This design comes from an exercise in tuning for small area, a short achievable clock period and few clock cycles per item on the open sky130 flow, not from production work. RTL that was checked went through simulation tests only; none was proved equivalent to the original. Power is estimated from default activity; no workload was simulated.

==> garnet: inputs <==
==> flow/design.v (excerpt) <==
module agc4_cpu (
    input  wire        clk,
    input  wire        rst,            
    output wire        mem_req,
    output wire        mem_we,
    output wire [14:0] mem_addr,
    output wire [14:0] mem_wdata,
    input  wire        mem_ack,
    input  wire [14:0] mem_rdata,
    input  wire [63:0] in_regs,
    output wire        boundary,
    output wire        fault,
    output reg  [15:0] reg_a,
    output reg  [15:0] reg_q,
    output reg  [11:0] reg_z,
    output reg  [15:0] reg_lp,
    output reg  [15:0] reg_b,
    output reg  [4:0]  reg_bank,
    output wire [79:0] out_regs        
);
clock: 8.0 ns
lec_check: 0
cap_margin: 20
core_margin: 2
core_utilization: 40
place_density: 0.6
slew_margin: 20
run.sh (not shown) runs the stock make flow with config.mk's settings and CLKGATE_MAP_FILE= SYNTH_SCRIPT=/design/flow/synth_recipe.tcl, a recipe that flattens the netlist after the stock synthesis.
==> cedar: changes against garnet <==
--- a/flow/config.mk
+++ b/flow/config.mk
@@ -11,2 +11,3 @@
 export PLACE_DENSITY = 0.6
+export SETUP_SLACK_MARGIN = 4
 export SLEW_MARGIN = 20
==> results.txt <==
status finished clean; largest net degree at the start of global routing a little over 70; Slowest-stage cell, CP nor4bb_1; final cell count without fillers 3,273; DRT met1 WL approximately 41,000 um; FF-to-FF path depth 19; hold_sp out2[7]; final layout net count about 2,800
# the run above: garnet

==> results.txt <==
Compound-Gate Fraction of Synth Area 0.305; gr ovfl total 0; final layout net count roughly 3,000; Multi-input gate area 14,700 um^2; total power about 11 mW; DRT met1 WL between 40,000 and 50,000 um; FF-to-FF path depth 31; RSZ-0062 raised after global routing yes; status finished clean; largest net degree at the start of global routing 75; final worst setup slack ~2.8 ns; GR Util met3 0.163; hold_sp out0[8]; Total Routed Length roughly 120,000 um; Slowest-stage cell, CP or4_4; final cell count without fillers roughly 3,500
# the run above: cedar

No run of this note included a check of the RTL's function; only the layout flow was run.

---

==> inputs of run a <==
Another version of the RTL of agc4_cpu (not shown whole).
clock: 8.0 ns
lec_check: 0
cap_margin: 20
core_margin: 2
core_utilization: 40
place_density: 0.6
setup_slack_margin: 3.5
slew_margin: 20
==> run b: changes against run a <==
--- a/flow/design.v
+++ b/flow/design.v
@@ -20,49 +20,52 @@
 );
     localparam [11:0] START_ADDR  = 12'o2000;
     localparam [4:0]  FIXED_BANKS = 5'd24;
     reg s_op;       
     reg s_wr;       
     reg s_f;        
     reg s_fa;       
     reg s_rsm;      
-    reg s_md;       
+    reg s_mp;       
+    reg s_dv;       
     reg s_ix;       
     reg s_flt;      
     reg        first;        
     reg        isdv;         
     reg        sgn;          
     reg        dvbad;        
+    reg        mdf;          
     reg [3:0]  cnt;          
     reg [1:0]  zsk;          
     reg [15:0] kval;         
     reg [15:0] out0, out1, out2, out3, out4;
     reg pd_tc, pd_nop, pd_rsm, pd_ts, pd_xch, pd_md, pd_dv, pd_mp;
     reg pd_ccs, pd_cs, pd_mask, pd_su, pd_idx, pd_rd;
     reg pd_kreg, pd_kfix, pd_kbank, pd_kz, pd_kers;
     reg pd_atk;              
     reg pd_rqk;              
     reg pd_tsnb;             
     reg pd_wnb;              
     reg pd_fk;               
     reg pd_fkb;              
     reg pd_e20, pd_e21, pd_e22, pd_e23;
     reg zf_reg;              
     reg zf_bank;             
-    reg zf_un;               
     reg bank_bad;            
+    reg zm_f;                
     assign out_regs = {out4, out3, out2, out1, out0};
     assign boundary = s_op && first;
     assign fault    = s_flt;
     wire [11:0] kk    = reg_b[11:0];
     wire        a_ovf = reg_a[15] ^ reg_a[14];
-    wire z_mem  = !zf_reg && !(zf_bank && bank_bad);
-    wire z_bad  = zf_un || (zf_bank && bank_bad);
-    wire ts_sh  = pd_tsnb && z_mem && !(pd_kbank && bank_bad);    
+    wire z_mem  = zm_f;
+    wire z_bad  = (zf_reg && (reg_z[3:0] == 4'o15 || reg_z[3:0] == 4'o16)) ||
+                  (zf_bank && bank_bad);
+    wire ts_sh  = pd_tsnb && z_mem;        
     wire wr_sh  = pd_wnb && z_mem;         
     wire at_k   = (s_op && pd_atk && !ts_sh) || (s_wr && !wr_sh);
     wire at_r   = (s_op && pd_rsm) || s_rsm;
     wire [14:0] k_addr = pd_kbank ? {reg_bank, kk[9:0]} : {3'b000, kk};
     wire [14:0] z_addr = zf_bank  ? {reg_bank, reg_z[9:0]} : {3'b000, reg_z};
     wire [14:0] r_addr = {13'd5, s_rsm ? cnt[1:0] : 2'b00};    
     assign mem_addr = at_k ? k_addr : at_r ? r_addr : z_addr;
     assign mem_we   = (s_op && pd_ts && !ts_sh) || (s_wr && !wr_sh);
@@ -141,44 +144,50 @@
                     if ((i >> l) & 1)
                         u[i] = t[i] & t[((i >> l) << l) - 1];
                 t = u;
             end
             inc12 = x ^ ({t[10:0], 1'b1} & {12{c}});
         end
     endfunction
     wire        fa_ccs = s_fa && pd_ccs;
-    wire        md_dv  = s_md && isdv;
+    wire        s_md   = s_mp || s_dv;
+    wire        md_dv  = s_dv;
     wire [15:0] ax  = fa_ccs ? 16'o177777 : md_dv ? {reg_a[14:0], 1'b0} : reg_a;
-    wire [15:0] ay  = kval & {16{!(s_md && !isdv && !reg_lp[0])}};
-    wire [16:0] sum = add1c(ax, ay, !(s_md || fa_ccs), isdv);
+    wire [15:0] ay  = kval & {16{!(s_mp && !reg_lp[0])}};
+    wire [16:0] sum = add1c(ax, ay, !(s_mp || s_dv || fa_ccs), s_dv);
     wire [15:0] ix_sum = add1c(reg_b, kval, 1'b1, 1'b0);
     wire        qbit = sum[16] || dvbad;
-    wire [15:0] fa_res = pd_ccs  ? ((kval == 16'd0) ? 16'd0 : sum[15:0]) :
+    wire [15:0] fa_res = mdf     ? (sgn ? ~reg_a : reg_a) :
+                         pd_ccs  ? ((kval == 16'd0) ? 16'd0 : sum[15:0]) :
                          pd_cs   ? kval :
-                         pd_mask ? (reg_a & kval) :
-                         pd_md   ? (sgn ? ~reg_a : reg_a) : sum[15:0];
+                         pd_mask ? (reg_a & kval) : sum[15:0];
+    wire        fa_idx = pd_idx && !mdf;
     wire        zs_k  = s_op && pd_tc;                             
     wire        zs_a  = (s_op && pd_ts && pd_kz) || (s_wr && pd_kz);    
     wire [11:0] zb    = zs_k ? kk : zs_a ? reg_a[11:0] : reg_z;
     wire        zi    = !(zs_a && !(s_op && a_ovf));
     wire [11:0] z_inc = inc12(zb, zi);
     wire [11:0] z_p2  = {inc12({1'b0, reg_z[11:1]}, 1'b1), reg_z[0]};
     wire [11:0] z_p3  = {inc12({1'b0, z_inc[11:1]}, 1'b1), z_inc[0]};
     wire        k_zero = (rd_word == 16'd0);
     wire        k_ones = (rd_word == 16'hffff);
     wire [11:0] z_sk  = rd_word[15] ? (k_ones ? z_p3 : z_p2) : (k_zero ? z_inc : reg_z);
-    localparam [2:0] N_OP = 3'd0, N_WR = 3'd1, N_F = 3'd2, N_FA = 3'd3,
-                     N_RSM = 3'd4, N_MD = 3'd5, N_IX = 3'd6, N_FLT = 3'd7;
-    reg [2:0]  nph;          
+    localparam [3:0] N_OP = 4'd0, N_WR = 4'd1, N_F = 4'd2, N_FA = 4'd3,
+                     N_RSM = 4'd4, N_MP = 4'd5, N_IX = 4'd6, N_FLT = 4'd7,
+                     N_DV = 4'd8;
+    reg [3:0]  nph;          
     reg        hold;         
     reg        first_n;
     reg [15:0] a_n, q_n, lp_n, b_n, kval_n;
     reg [11:0] z_n;
     reg        wreg;         
+    reg        zccs;         
+    reg        zmem;         
+    reg        zinc;         
     wire [13:0] a_abs = reg_a[13:0] ^ {14{reg_a[15]}};
     wire [15:0] a_one = reg_a[15] ? 16'o177776 : 16'o000001;
     wire        k_inv  = pd_su || pd_cs || ((pd_ccs || pd_mp) && rd_word[15]) ||
                          (pd_dv && !rd_word[15]);
     wire [15:0] kv_op  = {pd_md ? {2{pd_dv}} : rd_word[15:14] ^ {2{k_inv}},
                           rd_word[13:0] ^ {14{k_inv}}};
     always @(*) begin
         nph     = N_OP;
@@ -186,106 +195,112 @@
         first_n = 1'b0;
         a_n     = reg_a;
         q_n     = reg_q;
         lp_n    = reg_lp;
         b_n     = reg_b;
         z_n     = reg_z;
         kval_n  = kval;
         wreg    = 1'b0;
+        zccs    = 1'b0;
+        zmem    = 1'b0;
+        zinc    = 1'b0;
         if (s_op) begin
             if (pd_fk || (pd_fkb && bank_bad) || (pd_nop && z_bad)) begin
                 hold = 1'b0;
                 nph  = N_FLT;
             end else if (pd_tc) begin
                 if (rd_done) begin
                     hold = 1'b0;
                     b_n  = rd_word;
                     q_n  = {4'd0, reg_z};
                     z_n  = z_inc;
+                    zinc = 1'b1;
                     first_n = 1'b1;
                 end
             end else if (pd_nop) begin
                 if (zf_reg) begin
                     hold = 1'b0;
                     nph  = N_F;
                 end else if (mem_ack) begin
                     hold = 1'b0;
                     b_n  = mem_word;
                     z_n  = z_inc;
+                    zinc = 1'b1;
                     first_n = 1'b1;
                 end
             end else if (pd_rsm) begin
                 if (mem_ack) begin
                     hold = 1'b0;
                     z_n  = mem_rdata[11:0];
+                    zmem = 1'b1;
                     nph  = N_RSM;
                 end
             end else if (pd_ts) begin
+                wreg = pd_kreg;      
                 if (ts_sh ? mem_ack : (pd_kreg || pd_kfix || mem_ack)) begin
                     hold = 1'b0;
-                    wreg = pd_kreg;
                     if (ts_sh && !a_ovf) begin
                         b_n = mem_word;
-                        z_n = z_inc;
+                        begin z_n = z_inc; zinc = 1'b1; end
                         first_n = 1'b1;
                     end else begin
                         if (a_ovf) a_n = a_one;
-                        if (a_ovf || pd_kz) z_n = z_inc;
+                        if (a_ovf || pd_kz) begin z_n = z_inc; zinc = 1'b1; end
                         nph = N_F;
                     end
                 end
             end else if (rd_done) begin
                 hold   = 1'b0;
                 kval_n = kv_op;
                 if (pd_xch) begin
                     nph = N_WR;
                 end else if (pd_md) begin
-                    nph = N_MD;
+                    nph = pd_dv ? N_DV : N_MP;
                     a_n = pd_dv ? {2'b00, a_abs} : 16'd0;
                     if (pd_mp) lp_n = {2'b00, a_abs};
                 end else begin
-                    if (pd_ccs) z_n = z_sk;
+                    zccs = pd_ccs;
                     nph = N_FA;
                 end
             end
         end
         if (s_wr) begin
+            wreg = pd_kreg;
             if (wr_sh ? mem_ack : (pd_kreg || pd_kfix || mem_ack)) begin
                 hold = 1'b0;
-                wreg = pd_kreg;
                 a_n  = kval;
                 if (wr_sh) begin
                     b_n = mem_word;
-                    z_n = z_inc;
+                    begin z_n = z_inc; zinc = 1'b1; end
                     first_n = 1'b1;
                 end else begin
-                    if (pd_kz) z_n = z_inc;
+                    if (pd_kz) begin z_n = z_inc; zinc = 1'b1; end
                     nph = N_F;
                 end
             end
         end
         if (s_f || s_fa) begin
             if (z_bad) begin
                 hold = 1'b0;
                 nph  = N_FLT;
-            end else if (s_fa && zf_reg && !pd_idx) begin
+            end else if (s_fa && zf_reg && !fa_idx) begin
                 hold = 1'b0;
                 a_n  = fa_res;
-                if (pd_mp && sgn) lp_n = ~reg_lp;
+                if (mdf && !isdv && sgn) lp_n = ~reg_lp;
                 nph  = N_F;
             end else if (rd_done) begin
                 hold = 1'b0;
-                if (s_fa && !pd_idx) begin
+                if (s_fa && !fa_idx) begin
                     a_n = fa_res;
-                    if (pd_mp && sgn) lp_n = ~reg_lp;
+                    if (mdf && !isdv && sgn) lp_n = ~reg_lp;
                 end
                 b_n = rd_word;
-                z_n = z_inc;
-                if (s_fa && pd_idx) begin
+                begin z_n = z_inc; zinc = 1'b1; end
+                if (s_fa && fa_idx) begin
                     nph = N_IX;
                 end else begin
                     first_n = 1'b1;
                 end
             end
         end
         if (s_ix) begin
             hold = 1'b0;
@@ -308,32 +323,33 @@
                         q_n = mem_word;
                         first_n = 1'b1;
                     end
                 endcase
             end
         end
         if (s_md) begin
             hold = 1'b0;
-            if (isdv) begin
+            if (s_dv) begin
                 a_n = {2'b00, qbit ? sum[13:0] : ax[13:0]};
                 b_n = {reg_b[14:0], qbit};
                 if (cnt == 4'd0) a_n = {2'b00, reg_b[12:0], qbit};
             end else begin
                 a_n  = {2'b00, sum[14:1]};
                 lp_n = {2'b00, sum[0], reg_lp[13:1]};
             end
-            nph = (cnt == 4'd0) ? N_FA : N_MD;
+            nph = (cnt == 4'd0) ? N_FA : s_dv ? N_DV : N_MP;
         end
         if (s_flt) begin
             hold = 1'b1;
         end
     end
     wire       w_bank = wreg && kk[3:0] == 4'o17;
     wire [4:0] bank_n = w_bank ? reg_a[4:0] : reg_bank;
+    wire       bank_bad_n = (bank_n == 5'd0) || (bank_n > FIXED_BANKS);
     wire        w_ext  = b_n[15] ^ b_n[14];
     wire [2:0]  w_op   = b_n[14:12];
     wire [11:0] wk     = b_n[11:0];
     wire w_grp2  = !w_ext && w_op == 3'd2;
     wire w_tc    = !w_ext && w_op == 3'd0;
     wire w_ccs   = !w_ext && w_op == 3'd1;
     wire w_nop   = w_grp2 && (wk == 12'o16 || wk == 12'o17);
     wire w_rsm   = w_grp2 && (wk == 12'o25);
@@ -352,65 +368,80 @@
     wire w_kbank = (wk[11:10] == 2'b11);
     wire w_kun   = w_kreg && (wk[3:0] == 4'o15 || wk[3:0] == 4'o16);
     wire w_kz    = w_kreg && wk[3:0] == 4'o02;
     wire w_kzb   = w_kz || (w_kreg && wk[3:0] == 4'o17);
     wire w_rd    = w_ccs || w_idx || w_xch || w_cs || w_ad || w_mask ||
                    w_mp || w_dv || w_su;
     wire w_atk   = !w_nop && !w_rsm;
     wire w_wnb   = w_kfix || (w_kreg && !w_kzb);
-    wire zn_reg  = (z_n[11:4] == 8'd0);
+    function [1:0] zcls;
+        input [11:0] z;
+        zcls = {z[11:4] == 8'd0, z[11:10] == 2'b11};
+    endfunction
+    wire        zb_lo4  = &zb[3:0];
+    wire        zb_lo10 = &zb[9:0];
+    wire [1:0]  zc_inc  = zi ? {(zb[11:4] == 8'd0 && !zb_lo4) || (zb_lo10 && zb[11:10] == 2'b11),
+                                (zb[11:10] == 2'b11 && !zb_lo10) || (zb[11:10] == 2'b10 && zb_lo10)}
+                             : zcls(zb);
+    wire [1:0]  zc_sk = rd_word[15] ? (k_ones ? zcls(z_p3) : zcls(z_p2))
+                                    : (k_zero ? zcls(z_inc) : {zf_reg, zf_bank});
+    wire [11:0] z_fin = zccs ? z_sk : z_n;
+    wire [1:0]  zc_n  = zccs ? zc_sk : zmem ? zcls(mem_rdata[11:0]) :
+                        zinc ? zc_inc : {zf_reg, zf_bank};
     always @(posedge clk) begin
         if (rst) begin
             s_op     <= 1'b0;
             s_wr     <= 1'b0;
             s_f      <= 1'b1;           
             s_fa     <= 1'b0;
             s_rsm    <= 1'b0;
-            s_md     <= 1'b0;
+            s_mp     <= 1'b0;
+            s_dv     <= 1'b0;
             s_ix     <= 1'b0;
             s_flt    <= 1'b0;
             first    <= 1'b0;
             reg_a    <= 16'd0;
             reg_q    <= 16'd0;
             reg_z    <= START_ADDR;
             reg_lp   <= 16'd0;
             reg_b    <= 16'd0;
             reg_bank <= 5'd0;
             out0     <= 16'd0;
             out1     <= 16'd0;
             out2     <= 16'd0;
             out3     <= 16'd0;
             out4     <= 16'd0;
             zf_reg   <= 1'b0;
             zf_bank  <= 1'b0;
-            zf_un    <= 1'b0;
             bank_bad <= 1'b1;
+            zm_f     <= 1'b1;           
         end else begin
             if (!hold) begin
                 s_op  <= nph == N_OP;
                 s_wr  <= nph == N_WR;
                 s_f   <= nph == N_F;
                 s_fa  <= nph == N_FA;
                 s_rsm <= nph == N_RSM;
-                s_md  <= nph == N_MD;
+                s_mp  <= nph == N_MP;
+                s_dv  <= nph == N_DV;
                 s_ix  <= nph == N_IX;
                 s_flt <= nph == N_FLT;
             end
             first    <= first_n;
             reg_a    <= a_n;
             reg_q    <= q_n;
             reg_lp   <= lp_n;
             reg_b    <= b_n;
-            reg_z    <= z_n;
+            reg_z    <= z_fin;
             reg_bank <= bank_n;
-            zf_reg   <= zn_reg;
-            zf_bank  <= (z_n[11:10] == 2'b11);
-            zf_un    <= zn_reg && (z_n[3:0] == 4'o15 || z_n[3:0] == 4'o16);
-            bank_bad <= (bank_n == 5'd0) || (bank_n > FIXED_BANKS);
+            zf_reg   <= zc_n[1];
+            zf_bank  <= zc_n[0];
+            bank_bad <= bank_bad_n;
+            zm_f     <= !zc_n[1] && !(zc_n[0] && bank_bad_n);
             if (wreg) begin
                 case (kk[3:0])
                     4'o01: reg_q <= reg_a;
                     4'o03: reg_lp <= reg_a;
                     4'o10: out0 <= reg_a;
                     4'o11: out1 <= reg_a;
                     4'o12: out2 <= reg_a;
                     4'o13: out3 <= reg_a;
@@ -427,17 +458,19 @@
             cnt   <= pd_rsm ? 4'd1 : 4'd13;
             isdv  <= pd_dv;
             sgn   <= reg_a[15] ^ rd_word[15];
             dvbad <= a_ovf || (rd_word[15] ^ rd_word[14]) ||
                      !(a_abs < (rd_word[13:0] ^ {14{rd_word[15]}}));
         end
         if (s_md) cnt <= cnt - 4'd1;
         if (s_rsm && mem_ack) cnt <= cnt + 4'd1;
-        if (!s_md && !(s_fa && isdv && hold)) begin
+        if (s_md) mdf <= 1'b1;
+        else if (s_op) mdf <= 1'b0;
+        begin
             pd_tc    <= w_tc;
             pd_nop   <= w_nop;
             pd_rsm   <= w_rsm;
             pd_ts    <= w_ts;
             pd_xch   <= w_xch;
             pd_md    <= w_mp || w_dv;
             pd_mp    <= w_mp;
             pd_dv    <= w_dv;
@@ -449,17 +482,17 @@
             pd_rd    <= w_rd;
             pd_kreg  <= w_kreg;
             pd_kfix  <= w_kfix;
             pd_kbank <= w_kbank;
             pd_kz    <= w_kz;
             pd_kers  <= !w_kreg && !w_kfix;
             pd_atk   <= w_atk;
             pd_rqk   <= (w_tc || w_rd) && !w_kreg;
-            pd_tsnb  <= w_ts && w_wnb && !w_kun;
+            pd_tsnb  <= w_ts && w_wnb && !w_kun && !(w_kbank && bank_bad_n);
             pd_wnb   <= w_wnb;
             pd_fk    <= w_bad || (w_atk && w_kun);
             pd_fkb   <= w_atk && w_kbank;
             pd_e20   <= (wk == 12'o20);
             pd_e21   <= (wk == 12'o21);
             pd_e22   <= (wk == 12'o22);
             pd_e23   <= (wk == 12'o23);
         end
==> flow/flow/run.sh (new file) <==
#!/bin/bash
set -euo pipefail
export BUFFER_PORTS_ARGS="-buffer_cell sky130_fd_sc_hd__buf_1"
bash standard.sh > standard_flow.log 2>&1
==> flow/standard.sh (new file) <==
#!/bin/bash
# synth_recipe.tcl (not shown) runs the flow's synth.tcl, then flattens the netlist and writes it again
# the make line also repeats each setting of config.mk as NAME=value (left out here)
make -C /OpenROAD-flow-scripts/flow DESIGN_CONFIG=/design/flow/config.mk WORK_HOME=/design/flow/orfs CLKGATE_MAP_FILE= SYNTH_SCRIPT=/design/flow/synth_recipe.tcl "${@:-finish}"
- CORE_UTILIZATION: 40 -> 55
- CTS_BUF_LIST: unset -> sky130_fd_sc_hd__clkbuf_4
- PLACE_DENSITY: 0.6 -> 0.7
- SETUP_SLACK_MARGIN: 3.5 -> 3.8
removed: flow/run.sh
==> comparison <==
Against run a, the combinational power of run b is larger by about 5%. In run b the sequential share of layout area is higher than in run a, by 1.8 points. Of run b and run a, run b has the higher total power (gap 3.0%, measured against run a). Against run a, the first-iteration DRC count of run b is larger by 9.1%. Clock skew: run b is higher than run a (0.034 ns). In run a the critical path depth is lower than in run b, by 2. Against run b, the via count of run a is higher by 5.5%.
==> figures <==
| quantity | run b | run a |
|---|---|---|
| Status | complete, no violations | complete, no violations |
| Path type of the worst setup path | reg2reg | in2reg |
| Smallest hold slack | 0.527 ns | 0.481 ns |
| FF/Latch Area | 0.00488 mm² | 0.00512 mm² |
| Leakage power summed over all cells | 0.00923 µW | 0.0109 µW |
| Sequential share of cell area | 19.8% | 18.0% |
| Maximum level of the CTS H-tree | 3 | 1 |
| R2R setup slack | 3.77 ns | 3.28 ns |
| Sequential cells | 229 | 227 |
| Bufs and invs on worst path | 1 | 3 |
| Launch point of the critical path | s_dv | mem_rdata[1] |
| Compound-gate portion of the synthesized area | 30.5% | 31.8% |
| Worst max-slew margin expressed relative to the limit | 22.6% | 17.6% |
| Proportion of cell area occupied by multi-input gates | 62.6% | 56.5% |
| Post-route cell area | 0.0246 mm² | 0.0284 mm² |
| #FFs+latches synth | 229 | 227 |
Testbench counts of run a, summed over its fixed seeds: cycles 135,286, items 53,788.
Testbench counts of run b, summed over its fixed seeds: cycles 135,286, items 53,788.

## static timing again, ports no longer ideal
The flow's constraints put no driver on any port. The routed layouts listed below were extracted and timed again, unchanged, in two steps.
Step 1 assumes that a clkbuf_16 drives the clock port and a buf_2 every other input.
Step 2 times the ports against the registers' clock, not the clock port: input delays grow and output delays shrink by t, the midpoint of the rising clock arrivals with the driver on.
a / b / c = ideal / step 1 / step 2; a / b = the first two.
run | t, ns | setup slack, ns | worst hold slack (ns) | clock arrival spread, ns
garnet | 0.585 | 0.779 / 0.713 / 0.857 | 0.501 / 0.501 / 0.501 | 0.017 / 0.017
cedar | 0.573 | 2.839 / 2.773 / 2.428 | 0.481 / 0.481 / 0.481 | 0.014 / 0.015
run a | 0.665 | 3.253 / 3.264 / 2.600 | 0.481 / 0.481 / 0.481 | 0.033 / 0.033
run b | 0.826 | 3.773 / 3.773 / 3.060 | 0.527 / 0.527 / 0.527 | 0.067 / 0.067
After both steps setup and hold are still met in every run listed. The setup slack of run b, which loses most, moves by 0.000 ns with the drivers and by -0.713 ns with both steps.
